This is an optimization exercise on Yosys and OpenROAD, whose aim is small area, a short achievable clock period and few clock cycles per item, not a production implementation.
Function was checked by simulation only, so behaviour that the tests miss may differ from the original.

==> raven <==
==> flow/design.v <==
module hbs_sha256 (
    input  wire         clk,
    input  wire         rst_n,
    input  wire         in_valid,
    output wire         in_ready,
    input  wire [31:0]  in_data,
    input  wire         in_last,
    input  wire [1:0]   in_nbytes,
    output wire         out_valid,
    input  wire         out_ready,
    output wire [255:0] out_digest
);
    localparam [255:0] IV = {32'h6a09e667, 32'hbb67ae85, 32'h3c6ef372, 32'ha54ff53a,
                             32'h510e527f, 32'h9b05688c, 32'h1f83d9ab, 32'h5be0cd19};
    localparam [1:0] E_IDLE = 2'd0,    
                     E_RUN  = 2'd1,    
                     E_BND  = 2'd2;    
    reg        buf_full;
    reg [31:0] buf_data;
    reg        buf_last;
    reg [1:0]  buf_nb;
    reg        pad_mode;     
    reg        msg_start;    
    reg [3:0]  widx;         
    reg [31:0] nbytes;       
    reg        pad80;        
    reg        lenhere;      
    wire       avail = pad_mode | buf_full;
    reg [31:0] msg_word;
    always @(*) begin
        msg_word = buf_data;
        if (buf_last) begin
            case (buf_nb)
                2'd1: msg_word = {buf_data[31:24], 8'h80, 16'h0000};
                2'd2: msg_word = {buf_data[31:16], 8'h80, 8'h00};
                2'd3: msg_word = {buf_data[31:8], 8'h80};
                default: msg_word = buf_data;
            endcase
        end
    end
    wire [2:0] buf_bytes = (!buf_last || buf_nb == 2'd0) ? 3'd4 : {1'b0, buf_nb};
    reg [31:0] pad_word;
    always @(*) begin
        if (!pad80)
            pad_word = 32'h80000000;
        else if (widx == 4'd14)
            pad_word = {29'd0, nbytes[31:29]};
        else if (widx == 4'd15 && lenhere)
            pad_word = {nbytes[28:0], 3'b000};
        else
            pad_word = 32'h00000000;
    end
    wire [31:0] src_word = pad_mode ? pad_word : msg_word;
    reg [1:0]  est;
    reg [5:0]  k;            
    reg        bfirst;       
    reg        blast;        
    reg        ovalid;
    reg [31:0] a, b, c, d, e, f, g, h;
    reg [31:0] H0, H1, H2, H3, H4, H5, H6, H7;
    reg [31:0] hkw;
    reg [31:0] wn;
    reg [31:0] W [0:15];
    wire run      = (est == E_RUN);
    wire bnd      = (est == E_BND);
    wire idle     = (est == E_IDLE);
    wire need_src = run && (k != 6'd0) && (k[5:4] == 2'b00);    
    wire stall    = need_src && !avail;
    wire step     = run && !stall;
    wire bnd_go   = bnd && !ovalid;
    wire take     = avail && (need_src || bnd_go || idle);
    wire take_buf = take && !pad_mode;
    assign in_ready   = !buf_full || take_buf;
    assign out_valid  = ovalid;
    assign out_digest = {H0, H1, H2, H3, H4, H5, H6, H7};
    wire [5:0] k_idx = run ? k : 6'd0;
    reg [31:0] k_t;
    always @(*) begin
        case (k_idx)
            6'd0:  k_t = 32'h428a2f98; 6'd1:  k_t = 32'h71374491;
            6'd2:  k_t = 32'hb5c0fbcf; 6'd3:  k_t = 32'he9b5dba5;
            6'd4:  k_t = 32'h3956c25b; 6'd5:  k_t = 32'h59f111f1;
            6'd6:  k_t = 32'h923f82a4; 6'd7:  k_t = 32'hab1c5ed5;
            6'd8:  k_t = 32'hd807aa98; 6'd9:  k_t = 32'h12835b01;
            6'd10: k_t = 32'h243185be; 6'd11: k_t = 32'h550c7dc3;
            6'd12: k_t = 32'h72be5d74; 6'd13: k_t = 32'h80deb1fe;
            6'd14: k_t = 32'h9bdc06a7; 6'd15: k_t = 32'hc19bf174;
            6'd16: k_t = 32'he49b69c1; 6'd17: k_t = 32'hefbe4786;
            6'd18: k_t = 32'h0fc19dc6; 6'd19: k_t = 32'h240ca1cc;
            6'd20: k_t = 32'h2de92c6f; 6'd21: k_t = 32'h4a7484aa;
            6'd22: k_t = 32'h5cb0a9dc; 6'd23: k_t = 32'h76f988da;
            6'd24: k_t = 32'h983e5152; 6'd25: k_t = 32'ha831c66d;
            6'd26: k_t = 32'hb00327c8; 6'd27: k_t = 32'hbf597fc7;
            6'd28: k_t = 32'hc6e00bf3; 6'd29: k_t = 32'hd5a79147;
            6'd30: k_t = 32'h06ca6351; 6'd31: k_t = 32'h14292967;
            6'd32: k_t = 32'h27b70a85; 6'd33: k_t = 32'h2e1b2138;
            6'd34: k_t = 32'h4d2c6dfc; 6'd35: k_t = 32'h53380d13;
            6'd36: k_t = 32'h650a7354; 6'd37: k_t = 32'h766a0abb;
            6'd38: k_t = 32'h81c2c92e; 6'd39: k_t = 32'h92722c85;
            6'd40: k_t = 32'ha2bfe8a1; 6'd41: k_t = 32'ha81a664b;
            6'd42: k_t = 32'hc24b8b70; 6'd43: k_t = 32'hc76c51a3;
            6'd44: k_t = 32'hd192e819; 6'd45: k_t = 32'hd6990624;
            6'd46: k_t = 32'hf40e3585; 6'd47: k_t = 32'h106aa070;
            6'd48: k_t = 32'h19a4c116; 6'd49: k_t = 32'h1e376c08;
            6'd50: k_t = 32'h2748774c; 6'd51: k_t = 32'h34b0bcb5;
            6'd52: k_t = 32'h391c0cb3; 6'd53: k_t = 32'h4ed8aa4a;
            6'd54: k_t = 32'h5b9cca4f; 6'd55: k_t = 32'h682e6ff3;
            6'd56: k_t = 32'h748f82ee; 6'd57: k_t = 32'h78a5636f;
            6'd58: k_t = 32'h84c87814; 6'd59: k_t = 32'h8cc70208;
            6'd60: k_t = 32'h90befffa; 6'd61: k_t = 32'ha4506ceb;
            6'd62: k_t = 32'hbef9a3f7; default: k_t = 32'hc67178f2;
        endcase
    end
    wire [31:0] big_s0 = {a[1:0], a[31:2]} ^ {a[12:0], a[31:13]} ^ {a[21:0], a[31:22]};
    wire [31:0] big_s1 = {e[5:0], e[31:6]} ^ {e[10:0], e[31:11]} ^ {e[24:0], e[31:25]};
    wire [31:0] ch     = (e & f) ^ (~e & g);
    wire [31:0] maj    = (a & b) ^ (a & c) ^ (b & c);
    wire [31:0] x1 = hkw ^ big_s1 ^ ch;
    wire [31:0] y1 = {(hkw[30:0] & big_s1[30:0]) | (hkw[30:0] & ch[30:0]) | (big_s1[30:0] & ch[30:0]), 1'b0};
    wire [31:0] xe = d ^ x1 ^ y1;
    wire [31:0] ye = {(d[30:0] & x1[30:0]) | (d[30:0] & y1[30:0]) | (x1[30:0] & y1[30:0]), 1'b0};
    wire [31:0] e_new = xe + ye;
    wire [31:0] x2 = x1 ^ y1 ^ big_s0;
    wire [31:0] y2 = {(x1[30:0] & y1[30:0]) | (x1[30:0] & big_s0[30:0]) | (y1[30:0] & big_s0[30:0]), 1'b0};
    wire [31:0] x3 = x2 ^ y2 ^ maj;
    wire [31:0] y3 = {(x2[30:0] & y2[30:0]) | (x2[30:0] & maj[30:0]) | (y2[30:0] & maj[30:0]), 1'b0};
    wire [31:0] a_new = x3 + y3;
    wire [255:0] base = bfirst ? IV : {H0, H1, H2, H3, H4, H5, H6, H7};
    wire [31:0] n0 = base[255:224] + a;
    wire [31:0] n1 = base[223:192] + b;
    wire [31:0] n2 = base[191:160] + c;
    wire [31:0] n3 = base[159:128] + d;
    wire [31:0] n4 = base[127:96]  + e;
    wire [31:0] n5 = base[95:64]   + f;
    wire [31:0] n6 = base[63:32]   + g;
    wire [31:0] n7 = base[31:0]    + h;
    wire [31:0] sm_s0 = {W[2][6:0], W[2][31:7]} ^ {W[2][17:0], W[2][31:18]} ^ (W[2] >> 3);
    wire [31:0] sm_s1 = {W[15][16:0], W[15][31:17]} ^ {W[15][18:0], W[15][31:19]} ^ (W[15] >> 10);
    wire [31:0] w_next = sm_s1 + W[10] + sm_s0 + W[1];
    wire        use_src = !run || need_src;
    wire [31:0] w_cur   = use_src ? src_word : wn;
    wire [31:0] ha = msg_start ? (run ? 32'd0 : IV[31:0]) : (bnd ? base[31:0] : 32'd0);
    wire [31:0] hb = run ? g : (msg_start ? 32'd0 : h);
    wire [31:0] hkw_next = ha + hb + k_t + w_cur;
    wire adv = step || (take && !run);    
    integer i;
    always @(posedge clk) begin
        if (!rst_n) begin
            buf_full  <= 1'b0;
            pad_mode  <= 1'b0;
            msg_start <= 1'b1;
            widx      <= 4'd0;
            nbytes    <= 32'd0;
            pad80     <= 1'b0;
            lenhere   <= 1'b0;
            est       <= E_IDLE;
            k         <= 6'd0;
            bfirst    <= 1'b0;
            blast     <= 1'b0;
            ovalid    <= 1'b0;
        end else begin
            if (in_ready)
                buf_full <= in_valid;
            if (take) begin
                widx <= widx + 4'd1;
                if (widx == 4'd15)
                    blast <= pad_mode && lenhere;
                if (!pad_mode) begin
                    msg_start <= 1'b0;
                    nbytes    <= nbytes + {29'd0, buf_bytes};
                    if (buf_last) begin
                        pad_mode <= 1'b1;
                        pad80    <= (buf_bytes != 3'd4);
                    end
                end else begin
                    if (!pad80)
                        pad80 <= 1'b1;
                    else if (widx == 4'd14)
                        lenhere <= 1'b1;
                    if (widx == 4'd15 && lenhere) begin
                        pad_mode  <= 1'b0;
                        msg_start <= 1'b1;
                        nbytes    <= 32'd0;
                        pad80     <= 1'b0;
                        lenhere   <= 1'b0;
                    end
                end
            end
            if (ovalid && out_ready)
                ovalid <= 1'b0;
            case (est)
                E_IDLE: if (take) begin
                    est    <= E_RUN;
                    k      <= 6'd1;
                    bfirst <= msg_start;
                end
                E_RUN: if (step) begin
                    k <= k + 6'd1;
                    if (k == 6'd0)
                        est <= E_BND;
                end
                E_BND: if (bnd_go) begin
                    ovalid <= blast;
                    if (take) begin
                        est    <= E_RUN;
                        k      <= 6'd1;
                        bfirst <= msg_start;
                    end else begin
                        est    <= E_IDLE;
                        bfirst <= 1'b0;
                    end
                end
                default: est <= E_IDLE;
            endcase
        end
    end
    always @(posedge clk) begin
        if (in_ready) begin
            buf_data <= in_data;
            buf_last <= in_last;
            buf_nb   <= in_nbytes;
        end
        if (bnd_go) begin
            H0 <= n0; H1 <= n1; H2 <= n2; H3 <= n3;
            H4 <= n4; H5 <= n5; H6 <= n6; H7 <= n7;
        end
        if (adv) begin
            for (i = 0; i < 15; i = i + 1)
                W[i] <= W[i + 1];
            W[15] <= w_cur;
            wn    <= w_next;
            hkw   <= hkw_next;
        end
        if (step) begin
            h <= g; g <= f; f <= e; e <= e_new;
            d <= c; c <= b; b <= a; a <= a_new;
        end else if ((bnd_go || idle) && take && msg_start) begin
            {a, b, c, d, e, f, g, h} <= IV;
        end else if (bnd_go) begin
            a <= n0; b <= n1; c <= n2; d <= n3;
            e <= n4; f <= n5; g <= n6; h <= n7;
        end
    end
endmodule
==> flow/run.sh <==
#!/bin/bash
# synth_recipe.tcl (not shown) runs the flow's synth.tcl, then flattens the netlist and writes it again
# the make line also repeats each setting of config.mk as NAME=value (left out here)
make -C /OpenROAD-flow-scripts/flow DESIGN_CONFIG=/design/flow/config.mk WORK_HOME=/design/flow/orfs CLKGATE_MAP_FILE= SYNTH_SCRIPT=/design/flow/synth_recipe.tcl finish
==> flow/config.mk <==
export PLATFORM = sky130hd
export DESIGN_NAME = hbs_sha256
export DESIGN_NICKNAME = hbs_sha256
export VERILOG_FILES = /design/flow/design.v
export SDC_FILE = /design/flow/constraint.sdc
export NUM_CORES = 4
export LEC_CHECK = 0
export CAP_MARGIN = 20
export CORE_MARGIN = 2
export CORE_UTILIZATION = 40
export SLEW_MARGIN = 20
==> flow/constraint.sdc <==
create_clock -name core_clock -period 10.0 [get_ports {clk}]
set_input_delay 2.0000 -clock core_clock [delete_from_list [all_inputs] [get_ports {clk}]]
set_output_delay 2.0000 -clock core_clock [all_outputs]
set_load 0.01 [all_outputs]
==> cedar (differences from raven) <==
==> flow/design.v, changed modules only <==
module hbs_sha256 (
    input  wire         clk,
    input  wire         rst_n,
    input  wire         in_valid,
    output wire         in_ready,
    input  wire [31:0]  in_data,
    input  wire         in_last,
    input  wire [1:0]   in_nbytes,
    output wire         out_valid,
    input  wire         out_ready,
    output wire [255:0] out_digest
);
    localparam [255:0] IV = {32'h6a09e667, 32'hbb67ae85, 32'h3c6ef372, 32'ha54ff53a,
                             32'h510e527f, 32'h9b05688c, 32'h1f83d9ab, 32'h5be0cd19};
    localparam [1:0] E_IDLE = 2'd0,    
                     E_RUN  = 2'd1,    
                     E_BND  = 2'd2;    
    reg        buf_full;
    reg [31:0] buf_data;
    reg        buf_last;
    reg [1:0]  buf_nb;
    reg        pad_mode;     
    reg        msg_start;    
    reg [3:0]  widx;         
    reg [31:0] nbytes;       
    reg        pad80;        
    reg        lenhere;      
    wire       avail = pad_mode | buf_full;
    reg [31:0] msg_word;
    always @(*) begin
        msg_word = buf_data;
        if (buf_last) begin
            case (buf_nb)
                2'd1: msg_word = {buf_data[31:24], 8'h80, 16'h0000};
                2'd2: msg_word = {buf_data[31:16], 8'h80, 8'h00};
                2'd3: msg_word = {buf_data[31:8], 8'h80};
                default: msg_word = buf_data;
            endcase
        end
    end
    wire [2:0] buf_bytes = (!buf_last || buf_nb == 2'd0) ? 3'd4 : {1'b0, buf_nb};
    reg [31:0] pad_word;
    always @(*) begin
        if (!pad80)
            pad_word = 32'h80000000;
        else if (widx == 4'd14)
            pad_word = {29'd0, nbytes[31:29]};
        else if (widx == 4'd15 && lenhere)
            pad_word = {nbytes[28:0], 3'b000};
        else
            pad_word = 32'h00000000;
    end
    wire [31:0] src_word = pad_mode ? pad_word : msg_word;
    reg [1:0]  est;
    reg [5:0]  k;            
    reg        bfirst;       
    reg        blast;        
    reg        ovalid;
    reg [31:0] a, b, c, d, e, f, g, h;
    reg [31:0] hkw;
    reg [31:0] wn;
    reg [31:0] W [0:15];
    wire run      = (est == E_RUN);
    wire bnd      = (est == E_BND);
    wire idle     = (est == E_IDLE);
    wire need_src = run && (k != 6'd0) && (k[5:4] == 2'b00);    
    wire hwait    = run && (k == 6'd62) && ovalid;                
    wire stall    = (need_src && !avail) || hwait;
    wire step     = run && !stall;
    wire bnd_go   = bnd;
    wire hadd     = bnd || (step && (k == 6'd62 || k == 6'd63 || k == 6'd0));
    wire take     = avail && (need_src || bnd_go || idle);
    wire take_buf = take && !pad_mode;
    assign in_ready   = !buf_full || take_buf;
    assign out_valid  = ovalid;
    assign out_digest = {qa3, qa2, qa1, qa0, qe3, qe2, qe1, qe0};
    wire [5:0] k_idx = k;    
    reg [31:0] k_t;
    always @(*) begin
        case (k_idx)
            6'd0:  k_t = 32'h428a2f98; 6'd1:  k_t = 32'h71374491;
            6'd2:  k_t = 32'hb5c0fbcf; 6'd3:  k_t = 32'he9b5dba5;
            6'd4:  k_t = 32'h3956c25b; 6'd5:  k_t = 32'h59f111f1;
            6'd6:  k_t = 32'h923f82a4; 6'd7:  k_t = 32'hab1c5ed5;
            6'd8:  k_t = 32'hd807aa98; 6'd9:  k_t = 32'h12835b01;
            6'd10: k_t = 32'h243185be; 6'd11: k_t = 32'h550c7dc3;
            6'd12: k_t = 32'h72be5d74; 6'd13: k_t = 32'h80deb1fe;
            6'd14: k_t = 32'h9bdc06a7; 6'd15: k_t = 32'hc19bf174;
            6'd16: k_t = 32'he49b69c1; 6'd17: k_t = 32'hefbe4786;
            6'd18: k_t = 32'h0fc19dc6; 6'd19: k_t = 32'h240ca1cc;
            6'd20: k_t = 32'h2de92c6f; 6'd21: k_t = 32'h4a7484aa;
            6'd22: k_t = 32'h5cb0a9dc; 6'd23: k_t = 32'h76f988da;
            6'd24: k_t = 32'h983e5152; 6'd25: k_t = 32'ha831c66d;
            6'd26: k_t = 32'hb00327c8; 6'd27: k_t = 32'hbf597fc7;
            6'd28: k_t = 32'hc6e00bf3; 6'd29: k_t = 32'hd5a79147;
            6'd30: k_t = 32'h06ca6351; 6'd31: k_t = 32'h14292967;
            6'd32: k_t = 32'h27b70a85; 6'd33: k_t = 32'h2e1b2138;
            6'd34: k_t = 32'h4d2c6dfc; 6'd35: k_t = 32'h53380d13;
            6'd36: k_t = 32'h650a7354; 6'd37: k_t = 32'h766a0abb;
            6'd38: k_t = 32'h81c2c92e; 6'd39: k_t = 32'h92722c85;
            6'd40: k_t = 32'ha2bfe8a1; 6'd41: k_t = 32'ha81a664b;
            6'd42: k_t = 32'hc24b8b70; 6'd43: k_t = 32'hc76c51a3;
            6'd44: k_t = 32'hd192e819; 6'd45: k_t = 32'hd6990624;
            6'd46: k_t = 32'hf40e3585; 6'd47: k_t = 32'h106aa070;
            6'd48: k_t = 32'h19a4c116; 6'd49: k_t = 32'h1e376c08;
            6'd50: k_t = 32'h2748774c; 6'd51: k_t = 32'h34b0bcb5;
            6'd52: k_t = 32'h391c0cb3; 6'd53: k_t = 32'h4ed8aa4a;
            6'd54: k_t = 32'h5b9cca4f; 6'd55: k_t = 32'h682e6ff3;
            6'd56: k_t = 32'h748f82ee; 6'd57: k_t = 32'h78a5636f;
            6'd58: k_t = 32'h84c87814; 6'd59: k_t = 32'h8cc70208;
            6'd60: k_t = 32'h90befffa; 6'd61: k_t = 32'ha4506ceb;
            6'd62: k_t = 32'hbef9a3f7; default: k_t = 32'hc67178f2;
        endcase
    end
    wire [31:0] big_s0 = {a[1:0], a[31:2]} ^ {a[12:0], a[31:13]} ^ {a[21:0], a[31:22]};
    wire [31:0] big_s1 = {e[5:0], e[31:6]} ^ {e[10:0], e[31:11]} ^ {e[24:0], e[31:25]};
    wire [31:0] ch     = (e & f) ^ (~e & g);
    wire [31:0] maj    = (a & b) ^ (a & c) ^ (b & c);
    wire [31:0] x1 = hkw ^ big_s1 ^ ch;
    wire [31:0] y1 = {(hkw[30:0] & big_s1[30:0]) | (hkw[30:0] & ch[30:0]) | (big_s1[30:0] & ch[30:0]), 1'b0};
    wire [31:0] xe = d ^ x1 ^ y1;
    wire [31:0] ye = {(d[30:0] & x1[30:0]) | (d[30:0] & y1[30:0]) | (x1[30:0] & y1[30:0]), 1'b0};
    wire [31:0] e_new = xe + ye;
    wire [31:0] x2 = x1 ^ y1 ^ big_s0;
    wire [31:0] y2 = {(x1[30:0] & y1[30:0]) | (x1[30:0] & big_s0[30:0]) | (y1[30:0] & big_s0[30:0]), 1'b0};
    wire [31:0] x3 = x2 ^ y2 ^ maj;
    wire [31:0] y3 = {(x2[30:0] & y2[30:0]) | (x2[30:0] & maj[30:0]) | (y2[30:0] & maj[30:0]), 1'b0};
    wire [31:0] a_new = x3 + y3;
    reg [31:0] qa0, qa1, qa2, qa3, qe0, qe1, qe2, qe3;
    reg [31:0] iva, ive;
    always @(*) begin
        case (bnd ? 2'b01 : k[1:0])
            2'b10:   begin iva = IV[159:128]; ive = IV[31:0];  end   
            2'b11:   begin iva = IV[191:160]; ive = IV[63:32]; end   
            2'b00:   begin iva = IV[223:192]; ive = IV[95:64]; end   
            default: begin iva = IV[255:224]; ive = IV[127:96]; end  
        endcase
    end
    wire [31:0] sum_a = (bfirst ? iva : qa0) + a;
    wire [31:0] sum_e = (bfirst ? ive : qe0) + e;
    wire [31:0] sm_s0 = {W[2][6:0], W[2][31:7]} ^ {W[2][17:0], W[2][31:18]} ^ (W[2] >> 3);
    wire [31:0] sm_s1 = {W[15][16:0], W[15][31:17]} ^ {W[15][18:0], W[15][31:19]} ^ (W[15] >> 10);
    wire [31:0] w_next = sm_s1 + W[10] + sm_s0 + W[1];
    wire        use_src = !run || need_src;
    wire [31:0] w_cur   = use_src ? src_word : wn;
    wire [31:0] hsel = run ? g : (msg_start ? IV[31:0] : (bnd ? qe1 : h));
    wire [31:0] hkw_next = hsel + k_t + w_cur;
    wire adv = step || (take && !run);    
    integer i;
    always @(posedge clk) begin
        if (!rst_n) begin
            buf_full  <= 1'b0;
            pad_mode  <= 1'b0;
            msg_start <= 1'b1;
            widx      <= 4'd0;
            nbytes    <= 32'd0;
            pad80     <= 1'b0;
            lenhere   <= 1'b0;
            est       <= E_IDLE;
            k         <= 6'd0;
            bfirst    <= 1'b0;
            blast     <= 1'b0;
            ovalid    <= 1'b0;
        end else begin
            if (in_ready)
                buf_full <= in_valid;
            if (take) begin
                widx <= widx + 4'd1;
                if (widx == 4'd15)
                    blast <= pad_mode && lenhere;
                if (!pad_mode) begin
                    msg_start <= 1'b0;
                    nbytes    <= nbytes + {29'd0, buf_bytes};
                    if (buf_last) begin
                        pad_mode <= 1'b1;
                        pad80    <= (buf_bytes != 3'd4);
                    end
                end else begin
                    if (!pad80)
                        pad80 <= 1'b1;
                    else if (widx == 4'd14)
                        lenhere <= 1'b1;
                    if (widx == 4'd15 && lenhere) begin
                        pad_mode  <= 1'b0;
                        msg_start <= 1'b1;
                        nbytes    <= 32'd0;
                        pad80     <= 1'b0;
                        lenhere   <= 1'b0;
                    end
                end
            end
            if (ovalid && out_ready)
                ovalid <= 1'b0;
            case (est)
                E_IDLE: if (take) begin
                    est    <= E_RUN;
                    k      <= 6'd1;
                    bfirst <= msg_start;
                end
                E_RUN: if (step) begin
                    if (k == 6'd0)
                        est <= E_BND;
                    else
                        k <= k + 6'd1;
                end
                E_BND: if (bnd_go) begin
                    ovalid <= blast;
                    if (take) begin
                        est    <= E_RUN;
                        k      <= 6'd1;
                        bfirst <= msg_start;
                    end else begin
                        est    <= E_IDLE;
                        bfirst <= 1'b0;
                    end
                end
                default: est <= E_IDLE;
            endcase
        end
    end
    always @(posedge clk) begin
        if (in_ready) begin
            buf_data <= in_data;
            buf_last <= in_last;
            buf_nb   <= in_nbytes;
        end
        if (hadd) begin
            qa0 <= qa1; qa1 <= qa2; qa2 <= qa3; qa3 <= sum_a;
            qe0 <= qe1; qe1 <= qe2; qe2 <= qe3; qe3 <= sum_e;
        end
        if (adv) begin
            for (i = 0; i < 15; i = i + 1)
                W[i] <= W[i + 1];
            W[15] <= w_cur;
            wn    <= w_next;
            hkw   <= hkw_next;
        end
        if (step) begin
            h <= g; g <= f; f <= e; e <= e_new;
            d <= c; c <= b; b <= a; a <= a_new;
        end else if ((bnd_go || idle) && take && msg_start) begin
            {a, b, c, d, e, f, g, h} <= IV;
        end else if (bnd_go) begin
            a <= sum_a; b <= qa3; c <= qa2; d <= qa1;
            e <= sum_e; f <= qe3; g <= qe2; h <= qe1;
        end
    end
endmodule
- CTS_BUF_LIST: unset -> sky130_fd_sc_hd__clkbuf_4 sky130_fd_sc_hd__clkbuf_8
- CTS_CLUSTER_SIZE: unset -> 30
- SETUP_SLACK_MARGIN: unset -> 5
==> qor summary <==
Outcome: raven finished clean; cedar finished clean
Area added between synthesis and finish: raven 14.2%; cedar 20.5%
Non-filler instance count after layout: raven 8806; cedar 7571
Initial core utilization: raven 40.3%; cedar 40.1%
# diodes: raven 1; cedar 2
Area fraction in and, or, nand and nor cells after synthesis: raven 9.90%; cedar 6.41%
Number of instances in the placed design: raven 8563; cedar 7028
Worst setup slack before clock tree synthesis: raven 2.35 ns; cedar 3.36 ns
Buffer type at the clock tree root: raven sky130_fd_sc_hd__clkbuf_16; cedar sky130_fd_sc_hd__clkbuf_8
Floorplan die area: raven 179000 um2; cedar 155000 um2
Mapped cell area: raven 70100 um2; cedar 60800 um2
Critical path fanouts, max: raven 16; cedar 3
Final clock skew: raven 0.0287 ns; cedar 0.0471 ns
Share of final layout cell area taken by clock buffers and inverters: raven 5.44%; cedar 5.73%
Adder-cell area share of the yosys netlist: raven 14.8%; cedar 11.9%
Critical Path Stages: raven 24; cedar 22
WL met1: raven 98.6 mm; cedar 82.6 mm
Register-to-register setup slack: raven 2.32 ns; cedar 4.74 ns
Final-layout fill cell count: raven 15.9k; cedar 13.6k
Testbench counts of raven, summed over its fixed seeds: cycles 65,479, bytes 56,871.
Testbench counts of cedar, summed over its fixed seeds: cycles 65,479, bytes 56,871.

[re-timing with driven ports]
The flow's constraints put no driver on any port. The routed layouts listed below were extracted and timed again, unchanged, in two steps. Step 1 assumes that a clkbuf_16 drives the clock port and a buf_2 every other input. Step 2 adds t to the input delays and takes it off the output delays; t is the mean of the earliest and latest rising clock arrival at the registers after step 1. Input paths then give back, and output paths get back, about the clock's delay inside the block. a / b / c = ideal ports / drivers / drivers and shift; a / b = the first two.
| run | t, ns | setup slack, ns | worst slew at a driven data input, ns |
|---|---|---|---|
| raven | 0.857 | 2.316 / 2.316 / 2.316 | 0.04 |
| cedar | 0.974 | 4.736 / 4.736 / 4.149 | 0.05 |
After both steps every run listed still meets setup and hold. For cedar, which loses most, drivers alone change the setup slack by 0.000 ns; drivers and shift together by -0.587 ns.
